From an optimization exercise on the open Yosys and OpenROAD flow, aimed at small area and few clock cycles; shortcuts taken in it are not production practice.
Where RTL was checked, it was by simulation tests only, not by an equivalence proof against the original.
Only the layout flow was run in runs 2 to 7; the RTL was not checked for function there.
Power and IR drop assume default switching activity.

==> flow/design.v <==
module ftb_recv (
    input  wire       clk,
    input  wire       rst,
    input  wire       start,
    output wire       ready,
    input  wire       rx_valid,
    input  wire [7:0] rx_data,
    output wire       rx_take,
    output wire       done,
    output reg  [2:0] status,
    output reg  [7:0] plen,
    output wire       pl_valid,
    output wire [7:0] pl_data,
    input  wire       pl_ready
);
    localparam [1:0] S_IDLE   = 2'd0,
                     S_POLL   = 2'd1,
                     S_RESULT = 2'd2,
                     S_STREAM = 2'd3;
    localparam [2:0] ST_OK           = 3'd0,
                     ST_TIMED_OUT    = 3'd1,
                     ST_OVERFLOWED   = 3'd2,
                     ST_CRC_MISMATCH = 3'd3;
    reg [1:0]  state;
    reg [7:0]  rb [0:255];    
    reg [8:0]  cnt;           
    reg        exp_set;       
    reg [8:0]  exp_len;       
    reg [3:0]  round;         
    reg [15:0] crc;           
    reg [7:0]  prev1, prev2;  
    reg [7:0]  rd_ptr;        
    wire [8:0] cnt_next = cnt + 9'd1;
    wire       take     = (state == S_POLL) && rx_valid;
    wire       in_pay   = exp_set && (cnt >= 9'd2) && (cnt < {1'b0, plen} + 9'd2);
    reg [15:0] crc_upd;
    integer i;
    always @* begin
        crc_upd = crc ^ {rx_data, 8'h00};
        for (i = 0; i < 8; i = i + 1)
            crc_upd = crc_upd[15] ? ((crc_upd << 1) ^ 16'h1021) : (crc_upd << 1);
    end
    assign ready    = (state == S_IDLE);
    assign rx_take  = (state == S_POLL);
    assign done     = (state == S_RESULT);
    assign pl_valid = (state == S_STREAM);
    assign pl_data  = rb[rd_ptr + 8'd2];
    always @(posedge clk) begin
        if (take)
            rb[cnt[7:0]] <= rx_data;
    end
    always @(posedge clk) begin
        if (rst) begin
            state <= S_IDLE;
        end else begin
            case (state)
            S_IDLE: begin
                if (start) begin
                    state   <= S_POLL;
                    cnt     <= 9'd0;
                    exp_set <= 1'b0;
                    round   <= 4'd0;
                    crc     <= 16'h0000;
                end
            end
            S_POLL: begin
                if (rx_valid) begin
                    cnt   <= cnt_next;
                    prev1 <= rx_data;
                    prev2 <= prev1;
                    if (in_pay)
                        crc <= crc_upd;
                    if (cnt == 9'd1 && rb[0] == 8'h02) begin
                        exp_set <= 1'b1;
                        exp_len <= {1'b0, rx_data} + 9'd5;
                        plen    <= rx_data;
                    end
                    if (cnt_next == 9'd256) begin
                        status <= ST_OVERFLOWED;
                        state  <= S_RESULT;
                    end else if (exp_set && cnt_next == exp_len && rx_data == 8'h03) begin
                        status <= (crc == {prev2, prev1}) ? ST_OK : ST_CRC_MISMATCH;
                        state  <= S_RESULT;
                    end
                end else begin
                    round <= round + 4'd1;
                    if (round == 4'd9) begin
                        status <= ST_TIMED_OUT;
                        state  <= S_RESULT;
                    end
                end
            end
            S_RESULT: begin
                rd_ptr <= 8'd0;
                if (status == ST_OK && plen != 8'd0)
                    state <= S_STREAM;
                else
                    state <= S_IDLE;
            end
            S_STREAM: begin
                if (pl_ready) begin
                    rd_ptr <= rd_ptr + 8'd1;
                    if (rd_ptr == plen - 8'd1)
                        state <= S_IDLE;
                end
            end
            endcase
        end
    end
endmodule
==> flow/run.sh <==
#!/bin/bash
# synth_recipe.tcl (not shown) runs the flow's synth.tcl, then flattens the netlist and writes it again
# the make line also repeats each setting of config.mk as NAME=value (left out here)
make -C /OpenROAD-flow-scripts/flow DESIGN_CONFIG=/design/flow/config.mk WORK_HOME=/design/flow/orfs CLKGATE_MAP_FILE= SYNTH_SCRIPT=/design/flow/synth_recipe.tcl finish
==> flow/config.mk <==
export PLATFORM = sky130hd
export DESIGN_NAME = ftb_recv
export DESIGN_NICKNAME = ftb_recv
export VERILOG_FILES = /design/flow/design.v
export SDC_FILE = /design/flow/constraint.sdc
export NUM_CORES = 4
export LEC_CHECK = 0
export CAP_MARGIN = 20
export CORE_MARGIN = 2
export CORE_UTILIZATION = 40
export SLEW_MARGIN = 20
==> flow/constraint.sdc <==
create_clock -name core_clock -period 10.0 [get_ports {clk}]
set_input_delay 2.0000 -clock core_clock [delete_from_list [all_inputs] [get_ports {clk}]]
set_output_delay 2.0000 -clock core_clock [all_outputs]
set_load 0.01 [all_outputs]
==> flow_summary.yaml, run 1 <==
outcome:
  status: "no timing/DRC/antenna violations"
pwr:
  net-switching-power_mw: 4.06
  pwr-share-clk_pct: 40.4
  switching_share_pct: 22.1
  cellPowerDensity_mw_per_mm2: 196
  combPwrFrac_pct: 6.0
  p_leak_nw: 28.6
  pwr-share-seq_pct: 53.6
  vdd_ir_drop_max_mv: 0.178
  intPower_mw: 14.3
yosys:
  ys_seq_elements: 2123
  syn_avg_cell_area_um2: 20.6
  synth-edff-count: 2121
  synth_top_cell_by_area: "edfxtp_1"
  synth_common_cells: "edfxtp_1 (2121), mux4_2 (538), nand2_1 (326), nor2_1 (307), nand3_1 (143)"
  synth_top_cell_area_share_pct: 75.7
  yosysWarnings: 1
  yosysSeqAreaShare_pct: 75.7
  post-synth-top-count-cell: "edfxtp_1"
  postSynthCellCount: 4079
  synthDistinctLibCells: 71
  synthArstFlopShare_pct: 0
  synth.area.top_cells: "edfxtp_1 (76%), mux4_2 (14%), nand2_1 (1.5%)"
  synth_ff_type: "edfxtp_1"
  netlist_area_mm2: 0.0842
  syn_nets: 4112
route:
  antenna_left: 0
  post_drt_wl_per_cell_um: 28.7
  vias: 40662
  drtIter0Drc: 5129
  drtPass1Iterations: 6
  routed_via_density: 5.70
  drc: 0
  drt_wl_total_mm: 205
clocking:
  cts.path.max_buffers: 3
  cts_resized: 0
  clk_latency_ns: 0.86
  cts_setup_buffers: 0
  clkTransAtPathRegs_ns: 0.07
  cts.sinks: 2123
  ctsHoldBuffers: 0
  cts_root_buffer: "clkbuf_16"
  cts_tree: "built"
  cts_buffers: 207
  h-tree-depth: 4
critical_path:
  end_kind: "primary output"
  worst_ep_arrival_time_ns: 6.16
  worst-path-max-fanout: 64
  cp.required_ns: 8.00
  startpoint_type: "flop"
  critPathKind: "flop to primary output"
  r2r_slack_ns: 5.59
timing:
  setup_viol: 0
  whs_ns: 0.475
  fin_crit_ns: 8.16
  hold_violations: 0
  max_freq_mhz: 123
  finalCritPeriodShare_pct: 81.6
  tns_ns: 0
  rsz0062_at_grt: "false"
  relSlewSlack_pct: 24.3
  tightestPinTransition_ns: 1.13
  maxSlewViolCount: 0
  skew_ns: 0.0670
place:
  hpwlAfterDp_mm: 122
  gp_congestion: 0.822
  post_dp_cell_area_mm2: 0.0874
  place_inst: 6768
  portBuffers: 34
grt:
  grt_usage_pct: 18.9
  grt_pass1_wl_mm: 295
  grt_max_degree: 147
  grt_pass1_vias: 40710
  grt_remaining_overflow: 0
  antenna_found_initial: 10
final_layout:
  drive_above_1_share_pct: 21.3
  area_growth_pct: 11.4
  final_core_util_pct: 44.8
  fin_nets: 4206
  design_area_mm2: 0.0937
  final_cells: 7133
floorplanning:
  core_area_mm2: 0.209
  row_count: 168
  die_height_um: 463
  die_w_um: 463
  initial_core_util_pct: 40.2
  io_pins: 36
  die_area_mm2: 0.214
min_path:
  min_path_type: "flop to flop"
run:
  max-cap-violations: 0
-- per-layer routing --
metal  global-route usage, %  up-vias  share of wire (%)
met2                    29.4     1521                 48
li1                        -    16873                  -
met4                    4.80        4                2.2
met5                       0        -              0.013
met3                    3.60      287                7.2
met1                    27.5    21977                 43
-- through the flow --
| stage | power (mW) | setup WS, ns |
|---|---|---|
| 3_5_place_dp | 11.2 | 2.55 |
| 3_3_place_gp | 11.1 | 2.55 |
| 2_1_floorplan | 10.7 | 5.45 |
| 6_report | 18.4 | 1.84 |
| 4_1_cts | 18.5 | 1.62 |
| 5_1_grt | 18.9 | 1.54 |
-- layout make-up --
cell class              instances  area, um^2
well taps                    2805        3510
diodes                          2        5.00
clock buffers                 259        5470
repair buffers                113        1090
fillers                     17765      116000
multi-input cells            1708       19000
clock inverters               103         886
inverters                      20        75.1
flip-flops and latches       2123       63700
-- worst max-delay path, stage by stage (launching register included) --
cell,delay (ns)
edfxtp_1,0.87
nand3_4,0.23
xor2_4,0.84
buf_4,0.76
nand2_1,0.16
nand3_1,0.19
nand4_1,0.25
or4_1,0.50
nor4_2,0.72
clkdlybuf4s50_1,0.68
-- cells by family (layout without fill, tap and decap cells) --
kind of cell / count (synthesis) / after routing / synth area share [%]
compound gates: 103 / 103 / 0.908
xor+xnor: 91 / 91 / 1.01
fa+ha+maj: 20 / 20 / 0.297
buf+inv: 248 / 495 / 1.87
flops: 2123 / 2123 / 75.7
mux: 595 / 595 / 15.5
other cells: 1 / 3 / 0.00446
simple gates: 898 / 898 / 4.69
-- state kept, by name (all words and copies together) (netlist names) --
name and count:
cnt 9, crc 16, exp_len 9, exp_set 1, plen 8, prev1 8, prev2 8, rb 2048
rd_ptr 8, round 4, state 2, status 2
-- cell usage in the layout, fill, tap and decap left out, types with 10 or more instances in the layout --
cell and instances:
edfxtp_1 2121, xor2_1 26, ha_1 19, xnor2_1 58, clkbuf_16 210, clkbuf_1 46, inv_1 20, buf_4 68
a32oi_1 14, a31oi_1 18, clkinv_2 24, or4_1 10, clkdlybuf4s50_1 26, mux2i_1 35, nand4_1 37, nand2_1 319
nand3_1 143, mux4_1 22, bufinv_16 10, clkinv_1 54, mux4_2 538, nor2b_1 10, o21ai_0 13, nor3_1 11
nor2_1 306
-- worst paths after layout --
kind                                 from          to  depth (start not counted)
worst min register to register   prev1[3]    prev2[3]                          0
worst max-delay path            rd_ptr[3]  pl_data[5]                          9
worst min-delay path             prev1[3]    prev2[3]                          0
worst max register to register   state[0]  rb[105][5]                          6
-- power groups by stage --
stage	registers, mW	clock network [mW]	logic (mW)
after global routing	9.86	7.88	1.17
after floorplan	10.0	0	0.662
after detailed placement	10.1	0	1.11
after global placement	10.1	0	1.10
final	9.87	7.43	1.11
after CTS	9.86	7.55	1.11
Testbench counts, summed over its fixed seeds: cycles 77,100.
==> run 2, diff against run 1 <==
==> flow/design.v (replaced) <==
module ftb_recv (
    input  wire       clk,
    input  wire       rst,
    input  wire       start,
    output wire       ready,
    input  wire       rx_valid,
    input  wire [7:0] rx_data,
    output wire       rx_take,
    output wire       done,
    output reg  [2:0] status,
    output reg  [7:0] plen,
    output wire       pl_valid,
    output wire [7:0] pl_data,
    input  wire       pl_ready
);
    localparam integer N   = 252;           
    localparam [7:0]   NM1 = N - 1;
    localparam [3:0]   TAP = 4'd11;
    localparam [2:0] ST_OK           = 3'd0,
                     ST_TIMED_OUT    = 3'd1,
                     ST_OVERFLOWED   = 3'd2,
                     ST_CRC_MISMATCH = 3'd3;
    reg [7:0]  ring [0:N-1];
    reg        busy;          
    reg [7:0]  cnt;           
    reg        exp_set;       
    reg [7:0]  len;           
    reg [15:0] crc;           
    reg [7:0]  rem;           
    reg [7:0]  tap;           
    reg [7:0]  fpos;          
    reg [7:0]  skid;          
    reg        sk_v;
    reg [15:0] crc_upd;
    integer i;
    always @* begin
        crc_upd = crc ^ {rx_data, 8'h00};
        for (i = 0; i < 8; i = i + 1)
            crc_upd = crc_upd[15] ? ((crc_upd << 1) ^ 16'h1021) : (crc_upd << 1);
    end
    wire [8:0] cnt9    = {1'b0, cnt};
    wire       rem_nz  = |rem;
    wire       owed    = rem_nz || sk_v;      
    wire       ge2     = |cnt[7:1];
    wire       in_pay  = exp_set && ge2 && (cnt9 < {1'b0, len} + 9'd2);
    wire       in_crc  = exp_set && ge2 && (cnt9 < {1'b0, len} + 9'd4);
    wire       at_end  = exp_set && (cnt9 == {1'b0, len} + 9'd4);
    wire       at_last = &cnt;
    wire       wr_pay  = in_pay && (len <= 8'd250);
    wire       first   = (cnt == 8'd2);
    wire       contig  = first || ({1'b0, fpos} + 9'd3 == cnt9);
    wire [7:0] cur;
    wire       pull;
    wire       blk     = rem_nz && ((tap == NM1 && !pull) ||
                                    ({1'b0, tap} + 9'd1 < {1'b0, rem}));
    wire       allow   = (at_last || at_end) ? !owed :
                         wr_pay ? (contig && !blk) : 1'b1;
    assign rx_take = busy && allow;
    wire   take     = rx_take && rx_valid;
    wire   wr       = take && wr_pay;
    wire   fin_take = take && (at_last || (at_end && rx_data == 8'h03));
    wire   fin_to   = busy && !rx_valid && !owed;
    wire   crc_ok   = (crc == 16'h0000);
    wire   new_pay  = fin_take && !at_last && crc_ok && (len != 8'd0);
    assign done     = fin_take || fin_to;
    assign ready    = !busy || done;
    assign cur      = rem_nz ? tap : fpos;
    wire   ring_due = rem_nz || new_pay;
    wire   at_tap   = (cur[3:0] == TAP);
    assign pull     = ring_due && at_tap && (!sk_v || pl_ready);
    reg [7:0] tapv [0:15];
    integer j;
    always @*
        for (j = 0; j < 16; j = j + 1)
            tapv[j] = ring[16*j + TAP];
    wire [7:0] tap_data = tapv[cur[7:4]];
    assign pl_valid = sk_v || (ring_due && at_tap);
    assign pl_data  = sk_v ? skid : tap_data;
    always @* begin
        plen = len;
        if (!rx_valid)      status = ST_TIMED_OUT;
        else if (at_last)   status = ST_OVERFLOWED;
        else if (crc_ok)    status = ST_OK;
        else                status = ST_CRC_MISMATCH;
    end
    integer k;
    always @(posedge clk) begin
        ring[0] <= wr ? rx_data : ring[N-1];
        for (k = 1; k < N; k = k + 1)
            ring[k] <= ring[k-1];
    end
    always @(posedge clk) begin
        fpos <= (wr && first) ? 8'd0 : (fpos == NM1) ? 8'd0 : fpos + 8'd1;
        tap  <= pull ? cur : (cur == NM1) ? 8'd0 : cur + 8'd1;
        if (pull && (sk_v || !pl_ready))
            skid <= tap_data;
        if (take) begin
            cnt <= cnt + 8'd1;
            if (cnt == 8'd0) exp_set <= (rx_data == 8'h02);
            if (cnt == 8'd1) len <= rx_data;
            if (in_crc) crc <= crc_upd;
        end
        if (rst) begin
            busy <= 1'b0;
            rem  <= 8'd0;
            sk_v <= 1'b0;
        end else begin
            if (start && ready) begin
                busy <= 1'b1;
                cnt  <= 8'd0;
                crc  <= 16'h0000;
            end else if (done) begin
                busy <= 1'b0;
            end
            rem  <= rem_nz ? rem - {7'd0, pull} : new_pay ? len - {7'd0, pull} : 8'd0;
            sk_v <= pull ? (sk_v || !pl_ready) : (sk_v && !pl_ready);
        end
    end
endmodule
==> flow_summary.yaml, run 2 <==
min_path:
  whs_path_depth: 0
  min_path_type: "flop to flop"
  holdPathEnd: "ring[251][2]"
  hold_start: "ring[250][2]"
clocking:
  cts.path.max_buffers: 3
  clk_latency_ns: 0.75
  cts.sinks: 2083
  cts_setup_buffers: 0
  cts_resized: 0
  h-tree-depth: 4
  clkTransAtPathRegs_ns: 0.06
  cts_tree: "built"
  ctsHoldBuffers: 0
  cts_root_buffer: "clkbuf_16"
  cts_buffers: 179
yosys:
  synthDistinctLibCells: 67
  postSynthCellCount: 2813
  syn_avg_cell_area_um2: 16.5
  yosysSeqAreaShare_pct: 90.3
  post-synth-top-count-cell: "dfxtp_1"
  netlist_area_mm2: 0.0464
  synth-edff-count: 17
  ys_seq_elements: 2083
  synthArstFlopShare_pct: 0
  yosysWarnings: 5
  syn_nets: 2864
  synth_top_cell_by_area: "dfxtp_1"
  synth_top_cell_area_share_pct: 89.2
  synth_ff_type: "dfxtp_1"
  synth_common_cells: "dfxtp_1 (2066), o21ai_0 (135), nor2_1 (69), nand2_1 (58), nor3_1 (53)"
  synth.area.top_cells: "dfxtp_1 (89%), o21ai_0 (1.5%), edfxtp_1 (1.1%)"
place:
  gp_congestion: 0.813
  post_dp_cell_area_mm2: 0.0487
  portBuffers: 34
  hpwlAfterDp_mm: 43.4
route:
  vias: 19367
  drtPass1Iterations: 5
  drtIter0Drc: 1242
  routed_via_density: 4.14
  antenna_left: 0
  drc: 0
  post_drt_wl_per_cell_um: 14.7
  drt_wl_total_mm: 68.7
critical_path:
  startpoint_type: "flop"
  end_kind: "primary output"
  r2r_slack_ns: 4.53
  r2r_end: "rem[6]"
  worst-path-max-fanout: 12
  cp.required_ns: 8.00
  worst_ep_arrival_time_ns: 5.67
  rr_startpoint: "len[3]"
  critPathKind: "flop to primary output"
  worstRegToRegCells: 21
final_layout:
  design_area_mm2: 0.0549
  multi_input_area_mm2: 0.00428
  most-common-layout-cells: "dfxtp_1 (2066), clkbuf_16 (183), o21ai_0 (135)"
  fin_nets: 3067
  area_growth_pct: 18.4
  mostFrequentLayoutCell: "dfxtp_1"
  drive_above_1_share_pct: 10.7
  seqCellArea_mm2: 0.0419
  nFillCells: 9541
  largest_reg_flops: 2016
grt:
  grt_usage_pct: 11.8
  grt_max_degree: 38
  antenna_found_initial: 8
  grt_remaining_overflow: 0
  grt_pass1_wl_mm: 107
  grt_pass1_vias: 18953
timing:
  tns_ns: 0
  relSlewSlack_pct: 22.3
  whs_ns: 0.287
  tightestPinTransition_ns: 1.16
  hold_violations: 0
  fin_crit_ns: 7.67
  max_freq_mhz: 130
  rsz0062_at_grt: "false"
  maxSlewViolCount: 0
  skew_ns: 0.0401
  setup_viol: 0
  finalCritPeriodShare_pct: 76.7
floorplanning:
  row_count: 124
  die_height_um: 344
  die_w_um: 344
  initial_core_util_pct: 40.4
  core_area_mm2: 0.115
  io_pins: 36
  die_area_mm2: 0.119
outcome:
  status: "no timing/DRC/antenna violations"
pwr:
  vdd_ir_drop_max_mv: 0.205
  p_leak_nw: 21.6
  cellPowerDensity_mw_per_mm2: 293
run:
  max-cap-violations: 0
[run 2: worst max-delay path, stage by stage, from the launching register on]
cell and delay (ns):
edfxtp_1 0.64, ha_1 0.41, and3_1 0.24, xnor2_1 0.07
ha_1 0.31, nand4_1 0.10, a211oi_1 0.30, a21o_1 0.22
mux2_2 0.35, o22ai_2 0.18, and2_1 0.45, inv_1 0.08
a41oi_1 0.32, nand3_1 0.26, o21ai_0 0.24, nand2_1 0.08
nand2_1 0.08, clkdlybuf4s50_1 0.54
[run 2: report_power, final]
group	total [mW]	switching, mW	internal (mW)
Sequential	8.49	0.102	8.39
Combinational	0.591	0.352	0.240
Clock	6.97	2.90	4.08
[run 2: logic make-up (layout without fill, tap and decap cells)]
kind of cell | count (synthesis) | after routing | share of synthesized area [%]
muxes | 19 | 19 | 0.443
DFF | 2083 | 2083 | 90.3
xor gates and xnor gates | 72 | 72 | 1.36
buffers and inverters | 63 | 408 | 0.559
adders and majority gates | 39 | 39 | 1.05
and+or+nand+nor | 310 | 310 | 3.43
AOI/OAI and AO/OA | 226 | 226 | 2.84
other | 1 | 5 | 0.00809
[run 2: area by class of cell]
type	instances	area share (%)
antenna	4	0.0182
multi-input combinational	667	7.80
sequential	2083	76.3
clock buffer	259	9.43
inverter	25	0.171
timing repair buffer	60	0.976
tap	1512	3.45
clock inverter	64	1.85
[run 2: per-layer routing]
layer | GRT usage (%) | routed length [um] | part of all wire [%]
met1 | 16.6 | 34900 | 51
met4 | 5.72 | 2520 | 3.7
met3 | 3.04 | 3170 | 4.6
met5 | 0 | 0 | 0
met2 | 16.9 | 28100 | 41
[run 2: how the worst max path moves through the flow]
stage                to  slack [ns]  startpoint
3_5_place_dp   pl_valid        2.36    pl_ready
2_1_floorplan  pl_valid        4.09    pl_ready
5_1_grt        pl_valid        1.70      rem[0]
6_report       pl_valid        2.33      len[3]
4_1_cts        pl_valid        2.25      len[3]
3_3_place_gp   pl_valid        2.46  rx_data[5]
[run 2: metrics by stage]
stage	power, mW	std cells	util (%)	setup slack (ns)
final	16.1	4674	47.9	2.33
after global routing	16.7	4670	47.8	1.70
after CTS	16.2	4670	47.8	2.25
after detailed placement	9.26	4347	42.4	2.36
after global placement	9.26	4346	42.4	2.46
after floorplan	9.00	2813	-	4.09
==> run 3, diff against run 2 <==
--- a/flow/config.mk
+++ b/flow/config.mk
@@ -9,3 +9,5 @@
 export CORE_MARGIN = 2
 export CORE_UTILIZATION = 40
+export CTS_BUF_LIST = sky130_fd_sc_hd__clkbuf_4
+export CTS_CLUSTER_SIZE = 20
 export SLEW_MARGIN = 20
==> flow_summary.yaml, run 3 <==
yosys:
  post-synth-top-count-cell: "dfxtp_1"
  netlist_area_mm2: 0.0464
  synthDistinctLibCells: 67
  synth-edff-count: 17
  synth_top_cell_by_area: "dfxtp_1"
  synth_ff_type: "dfxtp_1"
  yosysWarnings: 5
  ys_seq_elements: 2083
  yosysSeqAreaShare_pct: 90.3
  syn_avg_cell_area_um2: 16.5
  postSynthCellCount: 2813
  synth_top_cell_area_share_pct: 89.2
  synth.area.top_cells: "dfxtp_1 (89%), o21ai_0 (1.5%), edfxtp_1 (1.1%)"
  synthArstFlopShare_pct: 0
  syn_nets: 2864
  synth_common_cells: "dfxtp_1 (2066), o21ai_0 (135), nor2_1 (69), nand2_1 (58), nor3_1 (53)"
min_path:
  holdPathEnd: "ring[63][7]"
  hold_start: "ring[62][7]"
  whs_path_depth: 0
  min_path_type: "flop to flop"
timing:
  fin_crit_ns: 8.07
  skew_ns: 0.118
  setup_viol: 0
  relSlewSlack_pct: 21.7
  tns_ns: 0
  hold_violations: 0
  max_freq_mhz: 124
  finalCritPeriodShare_pct: 80.7
  rsz0062_at_grt: "false"
  maxSlewViolCount: 0
  tightestPinTransition_ns: 1.16
final_layout:
  drive_above_1_share_pct: 21.8
  fin_nets: 3350
  final_core_util_pct: 47.6
  nFillCells: 9821
  design_area_mm2: 0.0546
  mostFrequentLayoutCell: "dfxtp_1"
  most-common-layout-cells: "dfxtp_1 (2066), clkbuf_4 (711), o21ai_0 (135)"
  final_cells: 5157
  largest_reg_flops: 2016
  area_growth_pct: 17.8
outcome:
  status: "no timing/DRC/antenna violations"
route:
  drt_wl_total_mm: 69.6
  routed_via_density: 4.07
  drtPass1Iterations: 6
  vias: 21005
  antenna_left: 0
  post_drt_wl_per_cell_um: 13.5
  drc: 0
  drtIter0Drc: 1056
floorplanning:
  die_area_mm2: 0.119
  die_w_um: 344
  core_area_mm2: 0.115
  initial_core_util_pct: 40.4
  die_height_um: 344
  io_pins: 36
  row_count: 124
clocking:
  cts_tree: "built"
  h-tree-depth: 5
  cts_buffers: 462
  ctsHoldBuffers: 0
  clk_latency_ns: 1.17
  cts_root_buffer: "clkbuf_4"
  cts.sinks: 2083
  cts.path.max_buffers: 4
  cts_resized: 0
  cts_setup_buffers: 0
  clkTransAtPathRegs_ns: 0.07
grt:
  grt_pass1_vias: 21302
  grt_pass1_wl_mm: 110
  grt_remaining_overflow: 0
  antenna_found_initial: 8
  grt_max_degree: 38
  grt_usage_pct: 12.1
critical_path:
  startpoint_type: "flop"
  cp.required_ns: 8.00
  r2r_end: "rem[6]"
  cp_slowest_stage_delay_ns: 0.55
  crit_buf_inv: 2
  end_kind: "primary output"
  crit_family: "compound AO/OA/AOI/OAI gates"
  worstRegToRegCells: 21
  critPathKind: "flop to primary output"
  r2r_slack_ns: 4.53
  worst_ep_arrival_time_ns: 6.07
  worstPathCellList: "nor4_2 -> nand2_1 -> o21ai_0 -> ha_1 -> o21ai_0 -> a21oi_1 -> nor3_1 -> a2111o_1 -> o22ai_2 -> and2_1 -> inv_1 -> a41oi_1 -> nand3_1 -> o21ai_0 -> nand2_1 -> nand2_1 -> clkdlybuf4s50_1"
  cpMaxStageDelayCell: "nor4_2"
  worst-path-max-fanout: 12
  rr_startpoint: "rem[0]"
pwr:
  vdd_ir_drop_max_mv: 0.165
  cellPowerDensity_mw_per_mm2: 281
  p_leak_nw: 22.1
place:
  hpwlAfterDp_mm: 43.4
  place_inst: 4347
  portBuffers: 34
  post_dp_cell_area_mm2: 0.0487
  gp_congestion: 0.813
run:
  max-cap-violations: 0
run 3: cell types whose count changed in the layout (fill, tap and decap cells not counted), sizes merged:
cell and change:
clkbuf +452, diode +4, bufinv -10, clkinvlp -1, inv -6, clkinv +44
run 3: layout make-up:
cell class              count  area (um^2)  share of cell area (%)
multi-input cells         667         4280                    7.83
clock buffers             711         5340                    9.77
inverters                  25         93.8                   0.172
repair buffers             60          536                   0.981
diodes                      8         20.0                  0.0367
clock inverters            91          578                    1.06
well taps                1512         1890                    3.46
flip-flops and latches   2083        41900                    76.7
run 3: stage by stage:
step	total power, mW	hold WS, ns	worst slack, ns
final	15.3	0.218	1.93
after global routing	16.1	0.198	1.22
after CTS	15.6	0.184	1.77
after detailed placement	9.26	0.312	2.36
after global placement	9.26	0.309	2.46
after floorplan	9.00	0.310	4.09
run 3: cells by family (layout without fill, tap and decap cells):
family                   after synthesis  in the layout  synth area share, %
adder cells (fa/ha/maj)               39             39                 1.05
AND/OR/NAND/NOR                      310            310                 3.43
other                                  1              9              0.00809
flip-flops                          2083           2083                 90.3
XOR/XNOR                              72             72                 1.36
AO/OA/AOI/OAI                        226            226                 2.84
buffers and inverters                 63            887                0.559
multiplexers                          19             19                0.443
run 3: how the worst max path moves through the flow:
stage | startpoint | to | slack, ns | depth (start not counted)
2_1_floorplan | pl_ready | pl_valid | 4.09 | 12
3_3_place_gp | rx_data[5] | pl_valid | 2.46 | 9
4_1_cts | rem[0] | pl_valid | 1.77 | 17
5_1_grt | rem[0] | pl_valid | 1.22 | 17
6_report | rem[0] | pl_valid | 1.93 | 17
3_5_place_dp | pl_ready | pl_valid | 2.36 | 14
run 3: layer usage:
metal	track usage [%]	share of wire, %	vias to the layer above
met2	16.9	42	515
li1	-	-	10486
met4	6.88	3.2	2
met3	4.46	5.3	130
met1	16.0	50	9872
met5	0	0.014	-
run 3: report_power, final:
group | internal, mW | switching (mW) | total, mW
clock | 3.40 | 2.85 | 6.25
sequential | 8.39 | 0.102 | 8.49
combinational | 0.239 | 0.349 | 0.589
total | 12.0 | 3.30 | 15.3
==> run 4, diff against run 3 <==
--- a/flow/config.mk
+++ b/flow/config.mk
@@ -9,5 +9,5 @@
 export CORE_MARGIN = 2
 export CORE_UTILIZATION = 40
-export CTS_BUF_LIST = sky130_fd_sc_hd__clkbuf_4
-export CTS_CLUSTER_SIZE = 20
+export CTS_BUF_LIST = sky130_fd_sc_hd__clkbuf_8
+export CTS_CLUSTER_SIZE = 30
 export SLEW_MARGIN = 20
==> flow_summary.yaml, run 4 <==
outcome:
  status: "no timing/DRC/antenna violations"
floorplanning:
  die_area_mm2: 0.119
  core_area_mm2: 0.115
  io_pins: 36
  die_height_um: 344
  die_w_um: 344
  row_count: 124
  initial_core_util_pct: 40.4
critical_path:
  r2r_end: "rem[6]"
  startpoint_type: "flop"
  worst_ep_arrival_time_ns: 5.79
  cp.required_ns: 8.00
  rr_startpoint: "len[3]"
  r2r_slack_ns: 4.54
  worst-path-max-fanout: 12
  critPathKind: "flop to primary output"
  worstRegToRegCells: 21
  end_kind: "primary output"
clocking:
  cts_root_buffer: "clkbuf_8"
  cts.sinks: 2083
  h-tree-depth: 5
  ctsHoldBuffers: 0
  clkTransAtPathRegs_ns: 0.07
  cts_setup_buffers: 0
  cts_tree: "built"
  clk_latency_ns: 0.92
  cts.path.max_buffers: 4
  cts_resized: 0
  cts_buffers: 311
final_layout:
  design_area_mm2: 0.0550
  multi_input_area_mm2: 0.00428
  nFillCells: 9604
  most-common-layout-cells: "dfxtp_1 (2066), clkbuf_8 (382), o21ai_0 (135)"
  seqCellArea_mm2: 0.0419
  fin_nets: 3199
  largest_reg_flops: 2016
  mostFrequentLayoutCell: "dfxtp_1"
  drive_above_1_share_pct: 15.0
  final_cells: 4883
  area_growth_pct: 18.5
timing:
  fin_crit_ns: 7.79
  skew_ns: 0.0647
  rsz0062_at_grt: "false"
  relSlewSlack_pct: 25.4
  setup_viol: 0
  maxSlewViolCount: 0
  tns_ns: 0
  hold_violations: 0
  finalCritPeriodShare_pct: 77.9
  max_freq_mhz: 128
  tightestPinTransition_ns: 1.11
place:
  place_inst: 4347
  post_dp_cell_area_mm2: 0.0487
  hpwlAfterDp_mm: 43.4
  gp_congestion: 0.813
  portBuffers: 34
min_path:
  min_path_type: "flop to flop"
  hold_start: "ring[109][7]"
  whs_path_depth: 0
  holdPathEnd: "ring[110][7]"
grt:
  grt_usage_pct: 11.9
  grt_pass1_vias: 19955
  grt_max_degree: 38
  grt_pass1_wl_mm: 108
  grt_remaining_overflow: 0
  antenna_found_initial: 6
route:
  drtIter0Drc: 1106
  drtPass1Iterations: 5
  antenna_left: 0
  post_drt_wl_per_cell_um: 14.2
  drc: 0
  drt_wl_total_mm: 69.3
  vias: 19957
  routed_via_density: 4.09
pwr:
  pwr-share-clk_pct: 42.4
  vdd_ir_drop_max_mv: 0.169
  intPower_mw: 12.4
  total_power_mw: 15.8
  cellPowerDensity_mw_per_mm2: 287
  p_leak_nw: 22.2
  switching_share_pct: 21.3
  net-switching-power_mw: 3.35
  pwr-share-seq_pct: 53.9
  combPwrFrac_pct: 3.8
yosys:
  yosysWarnings: 5
  synth-edff-count: 17
  netlist_area_mm2: 0.0464
  synth_top_cell_by_area: "dfxtp_1"
  synth_top_cell_area_share_pct: 89.2
  synth.area.top_cells: "dfxtp_1 (89%), o21ai_0 (1.5%), edfxtp_1 (1.1%)"
  synthDistinctLibCells: 67
  syn_nets: 2864
  synth_common_cells: "dfxtp_1 (2066), o21ai_0 (135), nor2_1 (69), nand2_1 (58), nor3_1 (53)"
  yosysSeqAreaShare_pct: 90.3
  syn_avg_cell_area_um2: 16.5
  ys_seq_elements: 2083
  synthArstFlopShare_pct: 0
  postSynthCellCount: 2813
  synth_ff_type: "dfxtp_1"
  post-synth-top-count-cell: "dfxtp_1"
run:
  max-cap-violations: 0
## run 4: metrics by stage
stage          hold WS, ns  setup slack (ns)  utilization (%)
2_1_floorplan        0.310              4.09                -
3_3_place_gp         0.309              2.46             42.4
3_5_place_dp         0.312              2.36             42.4
4_1_cts              0.259              2.07             47.9
5_1_grt              0.272              1.57             47.9
6_report             0.268              2.21             47.9
## run 4: layer usage
layer / share of wire (%) / GRT usage (%) / vias to the layer above
met5: 0.017 / 0 / -
met4: 3.7 / 6.87 / 2
met3: 4.9 / 3.54 / 164
met2: 41 / 16.6 / 456
met1: 51 / 16.5 / 9407
li1: - / - / 9928
## run 4: worst max path at each step
| stage | start | depth (start not counted) | slack, ns | endpoint |
|---|---|---|---|---|
| floorplan | pl_ready | 12 | 4.09 | pl_valid |
| global placement | rx_data[5] | 9 | 2.46 | pl_valid |
| detailed placement | pl_ready | 14 | 2.36 | pl_valid |
| CTS | len[3] | 17 | 2.07 | pl_valid |
| global route | rem[1] | 17 | 1.57 | pl_valid |
| finish | len[3] | 17 | 2.21 | pl_valid |
## run 4: critical path: stages, from the launching register on
cell and delay (ns):
edfxtp_1 0.64, ha_1 0.41, and3_1 0.24, xnor2_1 0.07, ha_1 0.31, nand4_1 0.10
a211oi_1 0.30, a21o_1 0.22, mux2_2 0.35, o22ai_2 0.18, and2_1 0.45, inv_1 0.08
a41oi_1 0.32, nand3_1 0.27, o21ai_0 0.24, nand2_1 0.08, nand2_1 0.09, clkdlybuf4s50_1 0.54
## run 4: cells by family (layout without fill, tap and decap cells)
kind of cell | count (synthesis) | after routing | share of synthesized area [%]
DFF | 2083 | 2083 | 90.3
xor gates and xnor gates | 72 | 72 | 1.36
adders and majority gates | 39 | 39 | 1.05
AOI/OAI and AO/OA | 226 | 226 | 2.84
buffers and inverters | 63 | 614 | 0.559
other | 1 | 8 | 0.00809
and+or+nand+nor | 310 | 310 | 3.43
muxes | 19 | 19 | 0.443
## run 4: final cells by class
cell class / count / share of cell area [%]
timing repair buffer: 60 / 0.974
clock inverter: 147 / 1.85
tap: 1512 / 3.44
antenna: 7 / 0.0319
clock buffer: 382 / 9.57
inverter: 25 / 0.171
multi-input combinational: 667 / 7.78
sequential: 2083 / 76.2
## run 4: power by group through the flow
stage | Combinational (mW) | Clock, mW | Sequential, mW
finish | 0.592 | 6.68 | 8.49
global route | 0.649 | 7.30 | 8.50
CTS | 0.592 | 6.91 | 8.49
detailed placement | 0.586 | 0 | 8.68
global placement | 0.584 | 0 | 8.67
floorplan | 0.399 | 0 | 8.61
==> run 5, diff against run 4 <==
--- a/flow/config.mk
+++ b/flow/config.mk
@@ -8,6 +8,4 @@
 export CAP_MARGIN = 20
 export CORE_MARGIN = 2
-export CORE_UTILIZATION = 40
-export CTS_BUF_LIST = sky130_fd_sc_hd__clkbuf_8
-export CTS_CLUSTER_SIZE = 30
+export CORE_UTILIZATION = 70
 export SLEW_MARGIN = 20
==> flow_summary.yaml, run 5 <==
clocking:
  cts_buffers: 171
  cts.sinks: 2083
  cts_setup_buffers: 0
  cts_tree: "built"
  clkTransAtPathRegs_ns: 0.11
  h-tree-depth: 4
  cts_root_buffer: "clkbuf_16"
  ctsHoldBuffers: 0
  clk_latency_ns: 0.79
  cts.path.max_buffers: 3
  cts_resized: 0
critical_path:
  startpoint_type: "flop"
  r2r_end: "rem[6]"
  rr_startpoint: "rem[0]"
  cp.required_ns: 8.00
  worst-path-max-fanout: 39
  worstRegToRegCells: 22
  worst_ep_arrival_time_ns: 6.29
  critPathKind: "flop to primary output"
  end_kind: "primary output"
  r2r_slack_ns: 3.83
route:
  vias: 22368
  antenna_left: 0
  routed_via_density: 5.56
  drc: 0
  post_drt_wl_per_cell_um: 29.4
  drt_wl_total_mm: 118
  drtPass1Iterations: 8
  drtIter0Drc: 2396
yosys:
  yosysSeqAreaShare_pct: 90.3
  synth_ff_type: "dfxtp_1"
  yosysWarnings: 5
  synth_top_cell_area_share_pct: 89.2
  synth.area.top_cells: "dfxtp_1 (89%), o21ai_0 (1.5%), edfxtp_1 (1.1%)"
  ys_seq_elements: 2083
  post-synth-top-count-cell: "dfxtp_1"
  synth_common_cells: "dfxtp_1 (2066), o21ai_0 (135), nor2_1 (69), nand2_1 (58), nor3_1 (53)"
  postSynthCellCount: 2813
  netlist_area_mm2: 0.0464
  synthDistinctLibCells: 67
  syn_nets: 2864
  synthArstFlopShare_pct: 0
  synth_top_cell_by_area: "dfxtp_1"
  syn_avg_cell_area_um2: 16.5
  synth-edff-count: 17
floorplanning:
  die_w_um: 261
  core_area_mm2: 0.0656
  initial_core_util_pct: 70.6
  row_count: 94
  die_height_um: 261
  die_area_mm2: 0.0683
  io_pins: 36
grt:
  grt_pass1_wl_mm: 159
  grt_remaining_overflow: 0
  grt_max_degree: 40
  antenna_found_initial: 22
  grt_pass1_vias: 23965
  grt_usage_pct: 32.8
timing:
  max_freq_mhz: 121
  setup_viol: 0
  rsz0062_at_grt: "false"
  hold_violations: 0
  tns_ns: 0
  setup_ws_ns: 1.71
  finalCritPeriodShare_pct: 82.9
  relSlewSlack_pct: 3.56
  tightestPinTransition_ns: 1.43
  skew_ns: 0.0545
  maxSlewViolCount: 0
  fin_crit_ns: 8.29
place:
  portBuffers: 34
  pre_cts_ws_ns: 2.39
  gp_congestion: 0.867
  hpwlAfterDp_mm: 49.2
final_layout:
  drive_above_1_share_pct: 10.7
  mostFrequentLayoutCell: "dfxtp_1"
  most-common-layout-cells: "dfxtp_1 (2066), clkbuf_16 (174), o21ai_0 (135)"
  largest_reg_flops: 2016
  final_core_util_pct: 82.0
  area_growth_pct: 16.1
  fin_nets: 3051
outcome:
  status: "no timing/DRC/antenna violations"
min_path:
  whs_path_depth: 0
  hold_start: "ring[108][1]"
  holdPathEnd: "ring[109][1]"
  min_path_type: "flop to flop"
run:
  max-cap-violations: 0
pwr:
  vdd_ir_drop_max_mv: 0.265
  p_leak_nw: 21.5
  cellPowerDensity_mw_per_mm2: 306
==> run 5: cell counts after synthesis <==
Identical to the previous run, type by type.
==> run 5: power by group <==
group	switching (mW)	leakage [nW]	internal, mW
logic	0.466	1.79	0.239
clock network	3.35	2.91	3.89
registers	0.137	16.8	8.38
==> run 5: worst max-delay path: stages, from the launching register on <==
cell and delay [ns]:
dfxtp_1 0.39, nor4_2 0.56, nand2_1 0.13, buf_4 0.32, o21ai_0 0.48, ha_1 0.43, o21ai_0 0.19, a21oi_1 0.28
nor3_1 0.11, a2111o_1 0.42, o22ai_2 0.13, and2_1 0.45, inv_1 0.08, a41oi_1 0.33, nand3_1 0.25, o21ai_0 0.27
nand2_1 0.09, nand2_1 0.08, clkdlybuf4s50_1 0.53
==> run 5: layout make-up <==
cell class / instances / area [um^2]
fill: 2729 / 11800
timing repair buffer: 52 / 473
antenna: 11 / 27.5
multi-input combinational: 667 / 4350
tap: 864 / 1080
inverter: 25 / 93.8
clock buffer: 266 / 5230
clock inverter: 52 / 709
sequential: 2083 / 41900
==> run 5: how the worst max path moves through the flow <==
stage          startpoint  endpoint  cells after the start
2_1_floorplan    pl_ready  pl_valid                     12
3_3_place_gp   rx_data[5]  pl_valid                      9
3_5_place_dp     pl_ready  pl_valid                     14
4_1_cts            rem[0]  pl_valid                     18
5_1_grt            rem[0]  pl_valid                     18
6_report           rem[0]  pl_valid                     18
==> run 5: metrics by stage <==
stage	instance area (um^2)	hold WS, ns	power [mW]	instances
finish	53800	0.302	16.5	4020
global route	53800	0.305	16.8	4010
CTS	53800	0.301	16.3	4008
detailed placement	47800	0.312	9.27	3690
global placement	47800	0.310	9.25	3689
floorplan	46400	0.310	9.00	2813
==> run 5: logic make-up after synthesis <==
family	after synthesis	synth area share [%]
flip-flops	2083	90.3
AND/OR/NAND/NOR	310	3.43
AO/OA/AOI/OAI	226	2.84
XOR/XNOR	72	1.36
buffers and inverters	63	0.559
adder cells (fa/ha/maj)	39	1.05
multiplexers	19	0.443
other	1	0.00809
==> run 5: metal layers <==
layer,wire (um),vias up,global-route usage (%)
met4,7780,8,16.2
met2,57700,1364,55.2
li1,-,9569,-
met5,57,-,0
met3,9870,506,8.74
met1,42600,10921,39.1
==> run 6, diff against run 5 <==
==> flow/flow/run.sh (new file) <==
#!/bin/bash
# Standard ORFS layout, with clock tree synthesis run without dummy loads and
# with larger sink clusters driven by clkbuf_8 leaf buffers.
set -euo pipefail
export CTS_ARGS="-sink_clustering_enable -repair_clock_nets -dont_use_dummy_load -buf_list sky130_fd_sc_hd__clkbuf_8 -sink_clustering_size 20 -sink_clustering_max_diameter 60 -sink_buffer_max_cap_derate 1.0"
bash standard.sh > standard_flow.log 2>&1
==> flow/standard.sh (new file) <==
#!/bin/bash
# synth_recipe.tcl (not shown) runs the flow's synth.tcl, then flattens the netlist and writes it again
# the make line also repeats each setting of config.mk as NAME=value (left out here)
make -C /OpenROAD-flow-scripts/flow DESIGN_CONFIG=/design/flow/config.mk WORK_HOME=/design/flow/orfs CLKGATE_MAP_FILE= SYNTH_SCRIPT=/design/flow/synth_recipe.tcl "${@:-finish}"
removed: flow/run.sh
==> flow_summary.yaml, run 6 <==
route:
  drt_wl_total_mm: 73.4
  drc: 0
  drtPass1Iterations: 5
  antenna_left: 0
  post_drt_wl_per_cell_um: 19.3
  drtIter0Drc: 1408
  routed_via_density: 4.97
  vias: 18952
pwr:
  pwr-share-seq_pct: 68.9
  pwr-share-clk_pct: 26.2
  intPower_mw: 9.67
  net-switching-power_mw: 2.66
  switching_share_pct: 21.5
  combPwrFrac_pct: 4.9
  cellPowerDensity_mw_per_mm2: 249
  p_leak_nw: 19.4
  vdd_ir_drop_max_mv: 0.220
run:
  max-cap-violations: 0
clocking:
  cts_setup_buffers: 0
  clkTransAtPathRegs_ns: 0.11
  cts_buffers: 117
  cts_resized: 0
  cts.sinks: 2083
  cts_root_buffer: "clkbuf_8"
  clk_latency_ns: 0.75
  ctsHoldBuffers: 0
  h-tree-depth: 3
  cts_tree: "built"
  cts.path.max_buffers: 3
timing:
  hold_violations: 0
  fin_crit_ns: 7.91
  rsz0062_at_grt: "false"
  skew_ns: 0.101
  setup_viol: 0
  max_freq_mhz: 126
  relSlewSlack_pct: 21.9
  finalCritPeriodShare_pct: 79.1
  tns_ns: 0
  tightestPinTransition_ns: 1.16
  maxSlewViolCount: 0
final_layout:
  mostFrequentLayoutCell: "dfxtp_1"
  largest_reg_flops: 2016
  most-common-layout-cells: "dfxtp_1 (2066), o21ai_0 (135), clkbuf_8 (117)"
  nFillCells: 3537
  area_growth_pct: 6.65
  fin_nets: 2996
  final_cells: 3810
  drive_above_1_share_pct: 5.88
floorplanning:
  core_area_mm2: 0.0656
  die_w_um: 261
  row_count: 94
  die_area_mm2: 0.0683
  initial_core_util_pct: 70.6
  io_pins: 36
  die_height_um: 261
grt:
  antenna_found_initial: 15
  grt_pass1_vias: 19275
  grt_pass1_wl_mm: 110
  grt_max_degree: 40
  grt_remaining_overflow: 0
  grt_usage_pct: 21.8
yosys:
  yosysSeqAreaShare_pct: 90.3
  synth_top_cell_by_area: "dfxtp_1"
  yosysWarnings: 5
  syn_avg_cell_area_um2: 16.5
  synth.area.top_cells: "dfxtp_1 (89%), o21ai_0 (1.5%), edfxtp_1 (1.1%)"
  postSynthCellCount: 2813
  synth_common_cells: "dfxtp_1 (2066), o21ai_0 (135), nor2_1 (69), nand2_1 (58), nor3_1 (53)"
  post-synth-top-count-cell: "dfxtp_1"
  synthArstFlopShare_pct: 0
  synth_ff_type: "dfxtp_1"
  synth-edff-count: 17
  synth_top_cell_area_share_pct: 89.2
  synthDistinctLibCells: 67
  syn_nets: 2864
  ys_seq_elements: 2083
  netlist_area_mm2: 0.0464
critical_path:
  startpoint_type: "flop"
  worst_ep_arrival_time_ns: 5.91
  rr_startpoint: "rem[0]"
  critPathKind: "flop to primary output"
  cp.required_ns: 8.00
  worstSetupEndpoint: "pl_valid"
  r2r_slack_ns: 4.13
  end_kind: "primary output"
  startpoint: "rem[0]"
  worstRegToRegCells: 22
  r2r_end: "rem[6]"
  worst-path-max-fanout: 39
min_path:
  min_path_type: "flop to flop"
place:
  hpwlAfterDp_mm: 49.2
  place_inst: 3690
  gp_congestion: 0.867
  portBuffers: 34
outcome:
  status: "no timing/DRC/antenna violations"
==> run 6: metal layers <==
metal,track usage [%],part of all wire (%),vias to the layer above
li1,-,-,9276
met1,30.8,47,8911
met2,33.8,44,548
met3,3.99,5.3,213
met4,8.46,3.5,4
met5,0,0.030,-
==> run 6: kinds of logic after synthesis <==
logic type | count (synthesis) | share of synthesized area (%)
buf+inv | 63 | 0.559
other cells | 1 | 0.00809
simple gates | 310 | 3.43
xor+xnor | 72 | 1.36
fa+ha+maj | 39 | 1.05
flops | 2083 | 90.3
compound gates | 226 | 2.84
mux | 19 | 0.443
==> run 6: stage by stage <==
| step | setup WS (ns) | utilization, % | total power [mW] | cell area, um^2 | hold WS, ns |
|---|---|---|---|---|---|
| after global routing | 1.57 | 75.3 | 12.7 | 49400 | 0.271 |
| final | 2.09 | 75.3 | 12.3 | 49400 | 0.252 |
| after detailed placement | 2.39 | 72.9 | 9.27 | 47800 | 0.312 |
| after floorplan | 4.09 | - | 9.00 | 46400 | 0.310 |
| after CTS | 2.05 | 75.3 | 12.4 | 49400 | 0.256 |
| after global placement | 2.54 | 72.8 | 9.25 | 47800 | 0.310 |
==> run 6: cell type report <==
class	instances	area, um^2	share of cell area (%)
Timing Repair Buffer	51	468	0.946
Sequential cell	2083	41900	84.7
Antenna cell	3	7.51	0.0152
Multi-Input combinational cell	667	4320	8.73
Clock buffer	117	1610	3.26
Tap cell	864	1080	2.19
Inverter	25	93.8	0.190
==> run 6: how the worst min path moves through the flow <==
stage | startpoint | to | slack (ns) | depth (start not counted)
finish | ring[237][3] | ring[238][3] | 0.25 | 0
global route | ring[237][3] | ring[238][3] | 0.27 | 0
CTS | ring[237][3] | ring[238][3] | 0.26 | 0
detailed placement | ring[216][0] | ring[217][0] | 0.31 | 0
global placement | ring[89][1] | ring[90][1] | 0.31 | 0
floorplan | ring[99][0] | ring[100][0] | 0.31 | 0
==> run 6: critical path: stages (launching register included) <==
cell             delay (ns)
dfxtp_1                0.39
nor4_2                 0.51
nand2_1                0.09
buf_4                  0.28
o21ai_0                0.34
ha_1                   0.39
o21ai_0                0.19
a21oi_1                0.28
nor3_1                 0.11
a2111o_1               0.43
o22ai_2                0.12
and2_1                 0.45
inv_1                  0.08
a41oi_1                0.35
nand3_1                0.26
o21ai_0                0.25
nand2_1                0.09
nand2_1                0.08
clkdlybuf4s50_1        0.53
==> run 6: power groups by stage <==
stage	Clock (mW)	Sequential [mW]	Combinational (mW)
final	3.23	8.49	0.601
after global routing	3.57	8.51	0.654
after CTS	3.30	8.49	0.593
after detailed placement	0	8.68	0.589
after floorplan	0	8.61	0.399
after global placement	0	8.68	0.575
==> run 7, diff against run 6 <==
==> flow/flow/run.sh (replaced) <==
#!/bin/bash
# Standard ORFS layout (standard.sh), with two argument overrides:
#  - clock tree synthesis without dummy loads, with clkbuf_8 leaf buffers
#    driving clusters of up to 18 registers;
#  - the port buffers that global placement inserts use the smallest buffer.
# The make output goes to standard_flow.log; each step's own log is under
# orfs/logs/.
set -euo pipefail
export CTS_ARGS="-sink_clustering_enable -repair_clock_nets -dont_use_dummy_load -buf_list sky130_fd_sc_hd__clkbuf_8 -sink_clustering_size 18 -sink_clustering_max_diameter 60 -sink_buffer_max_cap_derate 1.0"
export BUFFER_PORTS_ARGS="-buffer_cell sky130_fd_sc_hd__buf_1"
bash standard.sh > standard_flow.log 2>&1
==> flow_summary.yaml, run 7 <==
critical_path:
  cp_slowest_stage_delay_ns: 0.51
  startpoint_type: "flop"
  worstPathCellList: "nor4_2 -> nand2_1 -> buf_4 -> o21ai_0 -> ha_1 -> o21ai_0 -> a21oi_1 -> nor3_1 -> a2111o_1 -> o22ai_2 -> and2_1 -> inv_1 -> a41oi_1 -> nand3_1 -> o21ai_0 -> nand2_1 -> nand2_1 -> buf_1"
  end_kind: "primary output"
  cp.required_ns: 8.00
  worst-path-max-fanout: 32
  cpMaxStageDelayCell: "nor4_2"
  critPathKind: "flop to primary output"
  worst_ep_arrival_time_ns: 5.72
yosys:
  synth_common_cells: "dfxtp_1 (2066), o21ai_0 (135), nor2_1 (69), nand2_1 (58), nor3_1 (53)"
  syn_nets: 2864
  yosysSeqAreaShare_pct: 90.3
  netlist_area_mm2: 0.0464
  synthArstFlopShare_pct: 0
  post-synth-top-count-cell: "dfxtp_1"
  synth-edff-count: 17
  syn_avg_cell_area_um2: 16.5
  synth.area.top_cells: "dfxtp_1 (89%), o21ai_0 (1.5%), edfxtp_1 (1.1%)"
  synth_top_cell_area_share_pct: 89.2
  synthDistinctLibCells: 67
  synth_top_cell_by_area: "dfxtp_1"
  ys_seq_elements: 2083
  yosysWarnings: 5
  synth_ff_type: "dfxtp_1"
  postSynthCellCount: 2813
timing:
  rsz0062_at_grt: "false"
  tns_ns: 0
  fin_crit_ns: 7.72
  skew_ns: 0.0772
  relSlewSlack_pct: 19.4
  tightestPinTransition_ns: 1.20
  maxSlewViolCount: 0
  hold_violations: 0
  max_freq_mhz: 130
  finalCritPeriodShare_pct: 77.2
  setup_viol: 0
grt:
  grt_pass1_vias: 19448
  grt_max_degree: 33
  antenna_found_initial: 7
  grt_pass1_wl_mm: 110
  grt_remaining_overflow: 0
  grt_usage_pct: 21.8
pwr:
  vdd_ir_drop_max_mv: 0.168
  p_leak_nw: 19.5
  total_power_mw: 12.5
  cellPowerDensity_mw_per_mm2: 253
route:
  routed_via_density: 4.99
  drc: 0
  drtIter0Drc: 1393
  drt_wl_total_mm: 73.2
  vias: 19115
  drtPass1Iterations: 6
  post_drt_wl_per_cell_um: 19.1
  antenna_left: 0
final_layout:
  largest_reg_flops: 2016
  drive_above_1_share_pct: 6.65
  mostFrequentLayoutCell: "dfxtp_1"
  fin_nets: 3016
  area_growth_pct: 6.83
  most-common-layout-cells: "dfxtp_1 (2066), clkbuf_8 (137), o21ai_0 (135)"
clocking:
  cts_root_buffer: "clkbuf_8"
  cts.path.max_buffers: 3
  cts.sinks: 2083
  cts_tree: "built"
  ctsHoldBuffers: 0
  cts_setup_buffers: 0
  h-tree-depth: 4
  cts_buffers: 137
  clk_latency_ns: 0.80
  cts_resized: 0
  clkTransAtPathRegs_ns: 0.10
min_path:
  min_path_type: "flop to flop"
floorplanning:
  die_height_um: 261
  initial_core_util_pct: 70.6
  die_w_um: 261
  die_area_mm2: 0.0683
  core_area_mm2: 0.0656
  io_pins: 36
  row_count: 94
outcome:
  status: "no timing/DRC/antenna violations"
place:
  hpwlAfterDp_mm: 48.6
  portBuffers: 34
  gp_congestion: 0.844
run:
  max-cap-violations: 0
-- run 7: cell counts after synthesis --
No cell type changed its count.
-- run 7: where the power goes --
group          switching, mW  internal [mW]  leakage, nW  total [mW]
combinational          0.375          0.200         1.69       0.575
sequential             0.106           8.38         16.8        8.49
clock                   2.23           1.24        0.985        3.46
total                   2.71           9.82         19.5        12.5
-- run 7: critical path: cells and delay by family (launching register included) --
kind | cells | cell delay [ns]
flops | 1 | 0.39
compound gates | 7 | 1.85
simple gates | 7 | 1.79
fa+ha+maj | 1 | 0.36
buf+inv | 3 | 0.57
-- run 7: final cells by class --
class                   instances  area [um^2]
well taps                     864         1080
inverters                      25         93.8
fillers                      3505        16100
multi-input cells             667         4330
diodes                          4         10.0
flip-flops and latches       2083        41900
repair buffers                 51          256
clock buffers                 137         1890
-- run 7: path summary, 6_finish.rpt --
check	start	end	slack, ns	cells past startpoint
min reg2reg	ring[2][0]	ring[3][0]	0.27	0
max reg2reg	rem[0]	rem[6]	4.00	22
max	rem[0]	pl_valid	2.28	18
min	ring[2][0]	ring[3][0]	0.27	0
-- run 7: metal layers --
layer	track usage, %	vias to the layer above	routed length [um]
met5	0	-	0
met4	8.84	0	2350
met3	4.33	199	3460
met2	33.3	517	32300
met1	30.9	9070	35100
li1	-	9329	-
-- run 7: per-stage QoR --
stage               cell area (um^2)  setup WS [ns]  utilization, %  hold WS [ns]  cells
CTS                            49500           2.22            75.4         0.269   3825
floorplan                      46400           4.09               -         0.310   2813
global route                   49500           1.75            75.5         0.269   3828
finish                         49500           2.28            75.5         0.270   3831
detailed placement             47600           3.08            72.5         0.312   3688
global placement               47600           3.31            72.5         0.309   3687
-- run 7: cell families after synthesis --
kind of cell	share of synthesized area, %
flip-flops	90.3
AND/OR/NAND/NOR	3.43
AO/OA/AOI/OAI	2.84
XOR/XNOR	1.36
buffers and inverters	0.559
adder cells (fa/ha/maj)	1.05
multiplexers	0.443
other	0.00809
==> run 8, diff against run 7 <==
--- a/flow/design.v
+++ b/flow/design.v
@@ -44,5 +44,4 @@
     wire       ge2     = |cnt[7:1];
     wire       in_pay  = exp_set && ge2 && (cnt9 < {1'b0, len} + 9'd2);
-    wire       in_crc  = exp_set && ge2 && (cnt9 < {1'b0, len} + 9'd4);
     wire       at_end  = exp_set && (cnt9 == {1'b0, len} + 9'd4);
     wire       at_last = &cnt;
@@ -52,5 +51,5 @@
     wire [7:0] cur;
     wire       pull;
-    wire       blk     = rem_nz && ((tap == NM1 && !pull) ||
+    wire       blk     = rem_nz && ((tap == NM1 && sk_v && !pl_ready) ||
                                     ({1'b0, tap} + 9'd1 < {1'b0, rem}));
     wire       allow   = (at_last || at_end) ? !owed :
@@ -99,5 +98,5 @@
             if (cnt == 8'd0) exp_set <= (rx_data == 8'h02);
             if (cnt == 8'd1) len <= rx_data;
-            if (in_crc) crc <= crc_upd;
+            crc <= ge2 ? crc_upd : 16'h0000;
         end
         if (rst) begin
@@ -109,5 +108,4 @@
                 busy <= 1'b1;
                 cnt  <= 8'd0;
-                crc  <= 16'h0000;
             end else if (done) begin
                 busy <= 1'b0;
--- a/flow/config.mk
+++ b/flow/config.mk
@@ -8,4 +8,4 @@
 export CAP_MARGIN = 20
 export CORE_MARGIN = 2
-export CORE_UTILIZATION = 70
+export CORE_UTILIZATION = 85
 export SLEW_MARGIN = 20
==> flow_summary.yaml, run 8 <==
yosys:
  syn_nets: 2731
  synth.area.top_cells: "dfxtp_1 (89%), edfxtp_1 (2.1%), ha_1 (0.89%)"
  yosysWarnings: 3
  synth_top_cell_area_share_pct: 88.9
  synthArstFlopShare_pct: 0
  ys_seq_elements: 2083
  netlist_area_mm2: 0.0462
  synthDistinctLibCells: 72
  post-synth-top-count-cell: "dfxtp_1"
  syn_avg_cell_area_um2: 17.2
  yosysSeqAreaShare_pct: 91.0
  synth_ff_type: "dfxtp_1"
  synth_common_cells: "dfxtp_1 (2050), nor2_1 (56), xnor2_1 (45), a22oi_1 (42), nand3_1 (35)"
  synth_top_cell_by_area: "dfxtp_1"
  postSynthCellCount: 2685
  synth-edff-count: 33
floorplanning:
  initial_core_util_pct: 85.8
  io_pins: 36
  die_w_um: 237
  die_height_um: 237
  row_count: 85
outcome:
  firstError: "[ERROR DPL-0033] detailed placement checks failed during check placement."
  stop_stage: "detailed placement (3_5_place_dp)"
  status: "stopped before the end"
place:
  gp_congestion: 0.817
  portBuffers: 34
  hpwlAfterDp_mm: 76.6
==> run 8: worst min-delay path by stage <==
stage | cells past startpoint | endpoint | slack (ns) | from
global placement | 0 | ring[6][3] | 0.31 | ring[5][3]
floorplan | 0 | ring[100][0] | 0.31 | ring[99][0]
==> run 8: kinds of logic after synthesis <==
kind of cell               after synthesis  share of synthesized area (%)
DFF                                   2083                           91.0
other                                    1                        0.00812
adders and majority gates               33                          0.894
AOI/OAI and AO/OA                      164                           2.72
and+or+nand+nor                        251                           2.95
buffers and inverters                   62                          0.582
xor gates and xnor gates                68                           1.29
muxes                                   23                          0.550
==> run 8: power groups by stage <==
stage	sequential [mW]	clock (mW)	combinational [mW]
after floorplan	8.54	0	0.218
after global placement	8.59	0	0.290
==> run 8: through the flow <==
stage / power (mW) / cells / area, um^2
2_1_floorplan: 8.76 / 2685 / 46200
3_3_place_gp: 8.88 / 3397 / 47200
Testbench counts of run 8, summed over its fixed seeds: cycles 55,728.
==> run 9, diff against run 8 <==
--- a/flow/config.mk
+++ b/flow/config.mk
@@ -8,4 +8,4 @@
 export CAP_MARGIN = 20
 export CORE_MARGIN = 2
-export CORE_UTILIZATION = 85
+export CORE_UTILIZATION = 70
 export SLEW_MARGIN = 20
==> flow_summary.yaml, run 9 <==
outcome:
  status: "no timing/DRC/antenna violations"
timing:
  rsz0062_at_grt: "false"
  skew_ns: 0.0804
  tns_ns: 0
  setup_viol: 0
  max_freq_mhz: 160
  fin_crit_ns: 6.24
  relSlewSlack_pct: 23.5
  maxSlewViolCount: 0
  tightestPinTransition_ns: 1.15
  hold_violations: 0
  finalCritPeriodShare_pct: 62.4
pwr:
  p_leak_nw: 19.4
  vdd_ir_drop_max_mv: 0.153
  cellPowerDensity_mw_per_mm2: 246
clocking:
  ctsHoldBuffers: 0
  cts_setup_buffers: 0
  cts.path.max_buffers: 3
  clkTransAtPathRegs_ns: 0.11
  cts_tree: "built"
  clk_latency_ns: 0.78
  cts.sinks: 2083
  cts_resized: 0
  h-tree-depth: 4
  cts_buffers: 135
  cts_root_buffer: "clkbuf_8"
final_layout:
  final_cells: 3703
  area_growth_pct: 6.70
  nFillCells: 3746
  seqCellArea_mm2: 0.0420
  drive_above_1_share_pct: 7.16
  fin_nets: 2885
  design_area_mm2: 0.0493
  largest_reg_flops: 2016
  most-common-layout-cells: "dfxtp_1 (2050), clkbuf_8 (135), nor2_1 (56)"
  mostFrequentLayoutCell: "dfxtp_1"
  multi_input_area_mm2: 0.00395
route:
  antenna_left: 0
  drtPass1Iterations: 5
  post_drt_wl_per_cell_um: 17.8
  vias: 18199
  drtIter0Drc: 963
  routed_via_density: 4.91
  drc: 0
  drt_wl_total_mm: 66.1
grt:
  grt_pass1_vias: 18118
  grt_remaining_overflow: 0
  antenna_found_initial: 5
  grt_max_degree: 39
  grt_usage_pct: 19.8
  grt_pass1_wl_mm: 100
critical_path:
  startpoint_type: "flop"
  cp.required_ns: 8.00
  end_kind: "primary output"
  startpoint: "rem[3]"
  critPathKind: "flop to primary output"
  worst-path-max-fanout: 38
  worstRegToRegCells: 13
  rr_startpoint: "rem[3]"
  worst_ep_arrival_time_ns: 4.24
min_path:
  whs_path_depth: 0
  min_path_type: "flop to flop"
  hold_start: "ring[0][0]"
place:
  gp_congestion: 0.844
  portBuffers: 34
  hpwlAfterDp_mm: 40.2
  place_inst: 3566
  post_dp_cell_area_mm2: 0.0474
yosys:
  synthArstFlopShare_pct: 0
  synth.area.top_cells: "dfxtp_1 (89%), edfxtp_1 (2.1%), ha_1 (0.89%)"
  syn_nets: 2731
  synth_top_cell_area_share_pct: 88.9
  postSynthCellCount: 2685
  syn_avg_cell_area_um2: 17.2
  ys_seq_elements: 2083
  synth_top_cell_by_area: "dfxtp_1"
  synth-edff-count: 33
  post-synth-top-count-cell: "dfxtp_1"
  netlist_area_mm2: 0.0462
  synthDistinctLibCells: 72
  synth_common_cells: "dfxtp_1 (2050), nor2_1 (56), xnor2_1 (45), a22oi_1 (42), nand3_1 (35)"
  yosysSeqAreaShare_pct: 91.0
  yosysWarnings: 3
  synth_ff_type: "dfxtp_1"
floorplanning:
  core_area_mm2: 0.0655
  initial_core_util_pct: 70.5
  die_height_um: 261
  die_w_um: 261
  io_pins: 36
  die_area_mm2: 0.0681
  row_count: 94
run:
  max-cap-violations: 0
==> run 9: cell counts after synthesis <==
No cell type changed its count.
==> run 9: metal layers <==
| metal | vias up | wire, um | global-route usage (%) |
|---|---|---|---|
| li1 | 8917 | - | - |
| met1 | 8703 | 32900 | 29.1 |
| met2 | 452 | 28200 | 29.2 |
| met3 | 127 | 3290 | 4.39 |
| met4 | 0 | 1750 | 7.32 |
| met5 | - | 0 | 0 |
==> run 9: cell type report <==
cell class | count | area share (%)
Multi-Input combinational cell | 540 | 8.00
Timing Repair Buffer | 52 | 0.533
Clock buffer | 135 | 3.77
Tap cell | 864 | 2.19
Antenna cell | 2 | 0.0102
Inverter | 27 | 0.206
Sequential cell | 2083 | 85.3
==> run 9: worst max-delay path: stages, from the launching register on <==
cell	delay [ns]
dfxtp_1	0.37
nor4_4	0.71
and2_4	0.60
o31ai_2	0.36
buf_4	0.26
a22o_1	0.23
a221oi_1	0.22
nand3_1	0.13
o22a_1	0.20
mux2_2	0.28
buf_1	0.13
==> run 9: worst paths after layout <==
check,to,slack [ns]
max,pl_data[3],3.76
min,ring[1][0],0.25
max reg2reg,rem[6],5.65
min reg2reg,ring[1][0],0.25
==> run 9: kinds of logic (layout without fill, tap and decap cells) <==
family	Yosys count	count (layout)	synth area share, %
compound gates	164	164	2.72
xor+xnor	68	68	1.29
fa+ha+maj	33	33	0.894
buf+inv	62	214	0.582
flops	2083	2083	91.0
mux	23	23	0.550
other cells	1	3	0.00812
simple gates	251	251	2.95
==> run 9: through the flow <==
step / utilization [%] / hold WS [ns] / setup WS [ns] / power (mW)
final: 75.2 / 0.253 / 3.76 / 12.1
after global routing: 75.2 / 0.257 / 3.50 / 12.6
after CTS: 75.2 / 0.248 / 3.73 / 12.2
after detailed placement: 72.4 / 0.312 / 3.78 / 8.90
after global placement: 72.4 / 0.310 / 3.80 / 8.89
after floorplan: - / 0.310 / 4.54 / 8.76
==> run 9: power breakdown <==
group | internal (mW) | switching [mW]
sequential | 8.34 | 0.0608
clock | 1.22 | 2.21
combinational | 0.113 | 0.199
total | 9.67 | 2.47

## separate check: timing with driven ports
Ports are ideal in the flow. The routed layouts listed here were re-timed in OpenROAD. Step 1 (the two cells are an assumption about what drives the block):
set clk [get_ports {clk}]
set_driving_cell -lib_cell sky130_fd_sc_hd__clkbuf_16 $clk
set_driving_cell -lib_cell sky130_fd_sc_hd__buf_2 [delete_from_list [all_inputs] $clk]
Step 2 times the ports against the registers' clock, not the clock port: input delays grow and output delays shrink by t, the midpoint of the rising clock arrivals with the driver on. Slacks: no drivers / after step 1 / after step 2; pairs: no drivers / after step 1.
run | t, ns | slack for setup (ns) | latest minus earliest clock arrival (ns) | worst slew at a driven data input, ns | pins driven straight from the clock port
run 1 | 0.907 | 1.838 / 1.752 / 2.659 | 0.067 / 0.068 | 0.08 | 1
run 2 | 0.809 | 2.332 / 2.262 / 2.307 | 0.050 / 0.050 | 0.04 | 1
run 3 | 1.159 | 1.929 / 1.867 / 2.254 | 0.156 / 0.155 | 0.04 | 1
run 4 | 0.946 | 2.208 / 2.148 / 2.282 | 0.083 / 0.084 | 0.04 | 1
run 5 | 0.831 | 1.714 / 1.646 / 2.317 | 0.064 / 0.064 | 0.04 | 1
run 6 | 0.760 | 2.091 / 2.027 / 2.294 | 0.102 / 0.103 | 0.04 | 1
run 7 | 0.808 | 2.283 / 2.228 / 3.036 | 0.100 / 0.100 | 0.03 | 1
run 9 | 0.806 | 3.761 / 3.703 / 3.764 | 0.100 / 0.100 | 0.05 | 1
After both steps every run listed still meets setup and hold. The setup slack of run 2, which loses most, moves by -0.070 ns with the drivers and by -0.025 ns with both steps.
